This design comes from an exercise in tuning for small area on the open sky130 flow, not from production work.
The RTL was checked by simulation tests, not by an equivalence proof against the original design.
Power and IR drop assume default switching activity.

==> inputs of v33 <==
==> flow/design.v <==
module acc_scale24 (
    input  wire [7:0] c,
    output wire [2:0] level
);
    wire ge51  = c >= 8'd51;
    wire ge102 = c >= 8'd102;
    wire ge153 = c >= 8'd153;
    wire ge204 = c >= 8'd204;
    wire ge255 = c == 8'd255;
    assign level[2] = ge204;
    assign level[1] = ge102 & ~ge204;
    assign level[0] = (ge51 & ~ge102) | (ge153 & ~ge204) | ge255;
endmodule
module acc_rgb_code (
    input  wire [2:0] red,
    input  wire [2:0] green,
    input  wire [2:0] blue,
    output wire [7:0] code
);
    assign code = 8'd16 + 8'd36 * red + 8'd6 * green + blue;
endmodule
module acc_classify (
    input  wire [7:0]  code,
    output reg  [10:0] var_out
);
    wire [7:0] rem   = code - 8'd16;
    wire [7:0] red   = rem / 8'd36;
    wire [7:0] green = (rem / 8'd6) % 8'd6;
    wire [7:0] blue  = rem % 8'd6;
    always @* begin
        if (code[7:4] == 4'd0)
            var_out = {1'b0, code[3], 6'd0, code[2:0]};
        else if (code <= 8'd231)
            var_out = {2'd2, red[2:0], green[2:0], blue[2:0]};
        else
            var_out = {2'd3, 4'd0, code[4] & code[3], code[4] & ~code[3], code[2:0]};
    end
endmodule
module acc_var_encode;
endmodule
module acc (
    input  wire        clk,
    input  wire        rst,
    input  wire        req_valid,
    input  wire [31:0] req_word,
    output wire        rsp_valid,
    output wire [31:0] rsp_word
);
    wire [3:0]  op = req_word[31:28];
    wire [23:0] a  = req_word[23:0];
    reg  [1:0] seq_mode;
    reg  [7:0] seq_cur;
    wire       seq_active = seq_mode != 2'd0;
    wire op_norm  = op == 4'h1;
    wire op_brt   = op == 4'h2;
    wire op_rgb   = op == 4'h3;
    wire op_grey  = op == 4'h4;
    wire op_rgb24 = op == 4'h5;
    wire op_var   = op == 4'h6;
    wire op_cls   = op == 4'h7;
    wire op_code  = op == 4'h8;
    wire op_nrgb  = op == 4'h9;
    wire op_ngrey = op == 4'hA;
    wire op_nrgb24= op == 4'hB;
    wire op_start = op == 4'hC;
    wire op_next  = op == 4'hD;
    wire z_hi  = a[23:11] == 13'd0;
    wire z_mid = a[10:8] == 3'd0;
    wire z_8_5 = a[8:5] == 4'd0;
    wire z_7_3 = a[7:3] == 5'd0;
    wire z_8_3 = a[8:3] == 6'd0;
    wire [1:0] tag = a[10:9];
    wire       c24 = op[2] | (op[3] & op[1]);  
    wire [2:0] s_r, s_g, s_b;
    acc_scale24 u_scale_r (.c(a[23:16]), .level(s_r));
    acc_scale24 u_scale_g (.c(a[15:8]),  .level(s_g));
    acc_scale24 u_scale_b (.c(a[7:0]),   .level(s_b));
    wire [2:0] ch_r = op_var ? a[8:6] : c24 ? s_r : a[18:16];
    wire [2:0] ch_g = op_var ? a[5:3] : c24 ? s_g : a[10:8];
    wire [2:0] ch_b = (c24 && !op_var) ? s_b : a[2:0];
    wire [7:0] rgb_code;
    acc_rgb_code u_rgb_code (.red(ch_r), .green(ch_g), .blue(ch_b), .code(rgb_code));
    wire [7:0] rr = op_var ? {5'd0, a[8:6]} : a[23:16];
    wire [7:0] rg = op_var ? {5'd0, a[5:3]} : a[15:8];
    wire [7:0] rb = op_var ? {5'd0, a[2:0]} : a[7:0];
    wire bad_r = rr[7:3] != 5'd0 || (rr[2] && rr[1]);
    wire bad_g = rg[7:3] != 5'd0 || (rg[2] && rg[1]);
    wire bad_b = rb[7:3] != 5'd0 || (rb[2] && rb[1]);
    wire rgb_bad = bad_r | bad_g | bad_b;
    wire [7:0] rgb_bad_value = bad_r ? rr : bad_g ? rg : rb;
    wire grey_bad = a[7:5] != 3'd0 || (a[4] && a[3]);
    wire [7:0] grey_code = {3'b111, a[4] | a[3], ~a[3], a[2:0]};
    wire [10:0] cls_var;
    acc_classify u_classify (.code(a[7:0]), .var_out(cls_var));
    reg  [1:0]  status;
    reg  [10:0] data;
    always @* begin
        status = 2'd0;
        data   = 11'd0;
        if (req_word[27:24] != 4'd0) begin
            status = 2'd2;
        end else if (op_norm || op_brt) begin
            if (!(z_hi && z_mid && z_7_3)) status = 2'd2;
            else data = {7'd0, op_brt, a[2:0]};
        end else if (op_rgb || op_nrgb || (op_var && tag == 2'd2 && z_hi)) begin
            if (rgb_bad) begin
                status = 2'd1;
                data   = {3'd0, rgb_bad_value};
            end else if (op_nrgb) data = {2'b10, ch_r, ch_g, ch_b};
            else                  data = {3'd0, rgb_code};
        end else if (op_rgb24) begin
            data = {3'd0, rgb_code};
        end else if (op_nrgb24) begin
            data = {2'b10, ch_r, ch_g, ch_b};
        end else if (op_var) begin
            if (!z_hi) status = 2'd2;
            else if (!tag[1]) begin
                if (!z_8_3) status = 2'd2;
                else data = {7'd0, tag[0], a[2:0]};
            end else begin
                if (!z_8_5) status = 2'd2;
                else if (grey_bad) begin
                    status = 2'd1;
                    data   = {3'd0, a[7:0]};
                end else data = {3'd0, grey_code};
            end
        end else if (op_grey || op_ngrey || op_cls || op_code) begin
            if (!(z_hi && z_mid)) status = 2'd2;
            else if (op_cls)  data = cls_var;
            else if (op_code) data = {3'd0, a[7:0]};
            else if (grey_bad) begin
                status = 2'd1;
                data   = {3'd0, a[7:0]};
            end else if (op_grey) data = {3'd0, grey_code};
            else data = {2'b11, 4'd0, a[4:0]};
        end else if (op_start) begin
            if (!(z_hi && z_mid && z_7_3) || a[2] && (a[1] || a[0])) status = 2'd2;
        end else if (op_next) begin
            if (!(z_hi && z_mid && a[7:0] == 8'd0)) status = 2'd2;
            else if (!seq_active) status = 2'd3;
            else data = {3'd0, seq_cur};
        end else begin
            status = 2'd2;
        end
    end
    wire accept  = req_valid && !rst;
    wire legal_start = op_start && status == 2'd0;
    wire legal_next  = op_next && status == 2'd0;
    wire seq_end = seq_cur[2:0] == 3'b111 &&
                   (seq_mode == 2'd2 ||
                    (seq_cur[7:5] == 3'b111 && (seq_mode == 2'd3 || seq_cur[4:3] == 2'b11)));
    always @(posedge clk) begin
        if (rst) begin
            seq_mode <= 2'd0;
        end else if (accept && legal_start) begin
            case (a[2:0])
                3'd1:    begin seq_mode <= 2'd2; seq_cur <= 8'd0;   end
                3'd2:    begin seq_mode <= 2'd2; seq_cur <= 8'd8;   end
                3'd3:    begin seq_mode <= 2'd3; seq_cur <= 8'd16;  end
                3'd4:    begin seq_mode <= 2'd1; seq_cur <= 8'd232; end
                default: begin seq_mode <= 2'd1; seq_cur <= 8'd0;   end
            endcase
        end else if (accept && legal_next) begin
            if (seq_end) seq_mode <= 2'd0;
            else         seq_cur  <= seq_cur + 8'd1;
        end
    end
    assign rsp_valid = accept;
    assign rsp_word  = {2'b00, status, 4'd0, 13'd0, data};
endmodule
==> flow/flow/run.sh <==
#!/bin/bash
# Own layout flow: the standard synthesis, then the combinational logic
# between the registers re-optimised for area with ABC (registers kept as
# they are, with their names and cell types), then the standard layout
# steps, with one tie cell for the constant outputs and buf_1 port buffers.
set -euo pipefail
HERE=$(pwd)
RES=$HERE/orfs/results/$FLOW_PLATFORM/acc/base
YOSYS=$FLOW_HOME/../tools/install/yosys/bin/yosys
[ -x "$YOSYS" ] || YOSYS=$(command -v yosys)

bash standard.sh synth > $HERE/1_synth_std.log 2>&1
cp $RES/1_2_yosys.v $HERE/1_2_yosys_std.v

LIB=$FLOW_HOME/platforms/sky130hd/lib/sky130_fd_sc_hd__tt_025C_1v80.lib \
IN=$HERE/1_2_yosys_std.v OUT=$HERE/1_2_yosys_opt.v ABC_SCRIPT=$HERE/flow/area.abc \
  $YOSYS -c $HERE/flow/resynth.tcl > $HERE/resynth.log 2>&1

cp $HERE/1_2_yosys_opt.v $RES/1_2_yosys.v
rm -f $RES/1_synth.odb $RES/1_synth.sdc
bash standard.sh SKIP_REPAIR_TIE_FANOUT=1 \
  "BUFFER_PORTS_ARGS=-buffer_cell sky130_fd_sc_hd__buf_1" \
  "CTS_BUF_LIST=sky130_fd_sc_hd__clkbuf_2" \
  finish > $HERE/layout.log 2>&1
==> flow/flow/area.abc <==
strash
&get -n
&deepsyn -T 60
&put
amap
topo
==> flow/flow/resynth.tcl <==
# Re-optimise the combinational logic of the standard synthesis for
# area. Register cells stay black boxes, so every register keeps its
# instance name and cell type; all other cells are flattened to logic,
# optimised by ABC and mapped to the library again.
yosys read_liberty -ignore_miss_func $::env(LIB)
yosys read_verilog $::env(IN)
yosys hierarchy -top acc
# black-box every library cell that holds a flip-flop or latch
set seq {}
foreach pat [list {*/t:$_DFF*} {*/t:$_SDFF*} {*/t:$_DLATCH*} {*/t:$_ALDFF*} {*/t:$_DFFSR*} {*/t:$_FF_*}] {
  foreach c [split [string trim [yosys tee -q -s result.string select -list $pat]] "\n"] {
    set c [string trim $c]
    if {$c ne ""} { lappend seq [lindex [split $c /] 0] }
  }
}
foreach m [lsort -unique $seq] { yosys blackbox $m }
yosys flatten
yosys hierarchy -top acc
yosys opt -full
yosys setundef -zero
yosys abc -liberty $::env(LIB) -script $::env(ABC_SCRIPT) -dont_use sky130_fd_sc_hd__probe_p_8 -dont_use sky130_fd_sc_hd__probec_p_8 -dont_use sky130_fd_sc_hd__lpflow_bleeder_1 -dont_use sky130_fd_sc_hd__lpflow_clkbufkapwr_1 -dont_use sky130_fd_sc_hd__lpflow_clkbufkapwr_16 -dont_use sky130_fd_sc_hd__lpflow_clkbufkapwr_2 -dont_use sky130_fd_sc_hd__lpflow_clkbufkapwr_4 -dont_use sky130_fd_sc_hd__lpflow_clkbufkapwr_8 -dont_use sky130_fd_sc_hd__lpflow_clkinvkapwr_1 -dont_use sky130_fd_sc_hd__lpflow_clkinvkapwr_16 -dont_use sky130_fd_sc_hd__lpflow_clkinvkapwr_2 -dont_use sky130_fd_sc_hd__lpflow_clkinvkapwr_4 -dont_use sky130_fd_sc_hd__lpflow_clkinvkapwr_8 -dont_use sky130_fd_sc_hd__lpflow_decapkapwr_12 -dont_use sky130_fd_sc_hd__lpflow_decapkapwr_3 -dont_use sky130_fd_sc_hd__lpflow_decapkapwr_4 -dont_use sky130_fd_sc_hd__lpflow_decapkapwr_6 -dont_use sky130_fd_sc_hd__lpflow_decapkapwr_8 -dont_use sky130_fd_sc_hd__lpflow_inputiso0n_1 -dont_use sky130_fd_sc_hd__lpflow_inputiso0p_1 -dont_use sky130_fd_sc_hd__lpflow_inputiso1n_1 -dont_use sky130_fd_sc_hd__lpflow_inputiso1p_1 -dont_use sky130_fd_sc_hd__lpflow_inputisolatch_1 -dont_use sky130_fd_sc_hd__lpflow_isobufsrc_1 -dont_use sky130_fd_sc_hd__lpflow_isobufsrc_16 -dont_use sky130_fd_sc_hd__lpflow_isobufsrc_2 -dont_use sky130_fd_sc_hd__lpflow_isobufsrc_4 -dont_use sky130_fd_sc_hd__lpflow_isobufsrc_8 -dont_use sky130_fd_sc_hd__lpflow_isobufsrckapwr_16 -dont_use sky130_fd_sc_hd__lpflow_lsbuf_lh_hl_isowell_tap_1 -dont_use sky130_fd_sc_hd__lpflow_lsbuf_lh_hl_isowell_tap_2 -dont_use sky130_fd_sc_hd__lpflow_lsbuf_lh_hl_isowell_tap_4 -dont_use sky130_fd_sc_hd__lpflow_lsbuf_lh_isowell_4 -dont_use sky130_fd_sc_hd__lpflow_lsbuf_lh_isowell_tap_1 -dont_use sky130_fd_sc_hd__lpflow_lsbuf_lh_isowell_tap_2 -dont_use sky130_fd_sc_hd__lpflow_lsbuf_lh_isowell_tap_4 -dont_use # -dont_use # -dont_use Define -dont_use fill -dont_use cells -dont_use export -dont_use FILL_CELLS -dont_use ?= -dont_use sky130_fd_sc_hd__fill_1 -dont_use sky130_fd_sc_hd__fill_2 -dont_use sky130_fd_sc_hd__fill_4 -dont_use sky130_fd_sc_hd__fill_8
yosys opt_clean -purge
yosys hilomap -singleton -hicell sky130_fd_sc_hd__conb_1 HI -locell sky130_fd_sc_hd__conb_1 LO
yosys insbuf -buf sky130_fd_sc_hd__buf_1 A X
yosys splitnets
# left out here: clean up, hide names made inside functions
yosys tee -o $::env(OUT).stat stat -liberty $::env(LIB)
yosys write_verilog -noattr -nohex -nodec $::env(OUT)
==> flow/standard.sh <==
#!/bin/bash
# synth_recipe.tcl (not shown) runs the flow's synth.tcl, then flattens the netlist and writes it again
# the make line also repeats each setting of config.mk as NAME=value (left out here)
make -C /OpenROAD-flow-scripts/flow DESIGN_CONFIG=/design/flow/config.mk WORK_HOME=/design/flow/orfs CLKGATE_MAP_FILE= SYNTH_SCRIPT=/design/flow/synth_recipe.tcl "${@:-finish}"
==> flow/config.mk <==
export PLATFORM = sky130hd
export DESIGN_NAME = acc
export DESIGN_NICKNAME = acc
export VERILOG_FILES = /design/flow/design.v
export SDC_FILE = /design/flow/constraint.sdc
export NUM_CORES = 4
export LEC_CHECK = 0
export CAP_MARGIN = 20
export CORE_MARGIN = 2
export CORE_UTILIZATION = 40
export SLEW_MARGIN = 20
==> flow/constraint.sdc <==
create_clock -name core_clock -period 20.0 [get_ports {clk}]
set_input_delay 4.0000 -clock core_clock [delete_from_list [all_inputs] [get_ports {clk}]]
set_output_delay 4.0000 -clock core_clock [all_outputs]
set_load 0.01 [all_outputs]
==> v7 (differences from v33) <==
==> flow/run.sh (new file) <==
#!/bin/bash
# synth_recipe.tcl (not shown) runs the flow's synth.tcl, then flattens the netlist and writes it again
# the make line also repeats each setting of config.mk as NAME=value (left out here)
make -C /OpenROAD-flow-scripts/flow DESIGN_CONFIG=/design/flow/config.mk WORK_HOME=/design/flow/orfs CLKGATE_MAP_FILE= SYNTH_SCRIPT=/design/flow/synth_recipe.tcl finish
removed: flow/flow/run.sh
removed: flow/flow/area.abc
removed: flow/flow/resynth.tcl
removed: flow/standard.sh
==> summary of the runs <==
Against v33, the critical path depth of v7 is lower by 2. Clock power: v33 is lower than v7 (about 40%). Of v33 and v7, v33 has the higher setup slack (gap 1300 ps). In sequential power, v7 and v33 hardly differ. Against v7, the combinational power of v33 is lower by about 70%. Against v7, the global-route usage of v33 is higher by 4.2 points. Hold slack: v7 is better than v33 (45 ps).
==> figures <==
metric	v7	v33
Status	finished clean	finished clean
Switching Share	51.5%	49.8%
CP max FO	15	10
Met3 WL post-DR	1580 um	993 um
Placed instance count	820	513
Via count	5417	3240
Power consumption	0.189 mW	0.0830 mW
Standard-cell rows	38	27
Placeable core region	0.0108 sq mm	0.00554 sq mm
Final Worst Setup Slack	5600 ps	6920 ps
Number of non-clock buffers	57	49
Iteration-0 DRC count of the detailed router	773	413
Comb pwr	0.145 mW	0.0482 mW
Clk cell area share	0.925%	0.791%
Stages on the worst setup path	23	25
Share of post-route cells with drive strength above 1	6.58%	1.12%

port drivers added, routing unchanged:
No port has a modelled driver above. Below, the same layouts with a new extraction and two added sets of constraints.
Step 1: set_driving_cell puts a clkbuf_16 on clk and a buf_2 on each other input, an assumption about the parent block.
Step 2 also shifts input and output timing later by t, the mid clock arrival at the registers, as if the neighbouring blocks saw the same clock.
Three values: ideal, step 1, step 2; two values: the first two.
run | shift t [ns] | setup WS [ns] | worst register clock-pin slew, ns | pins driven straight from the clock port
v33 | 0.270 | 6.917 / 6.893 / 6.893 | 0.12 / 0.12 | 1
v7 | 0.254 | 5.596 / 5.566 / 5.566 | 0.05 / 0.05 | 1
After both steps setup and hold are still met in every run listed. For v7, which loses most, drivers alone change the setup slack by -0.030 ns; drivers and shift together by -0.030 ns.
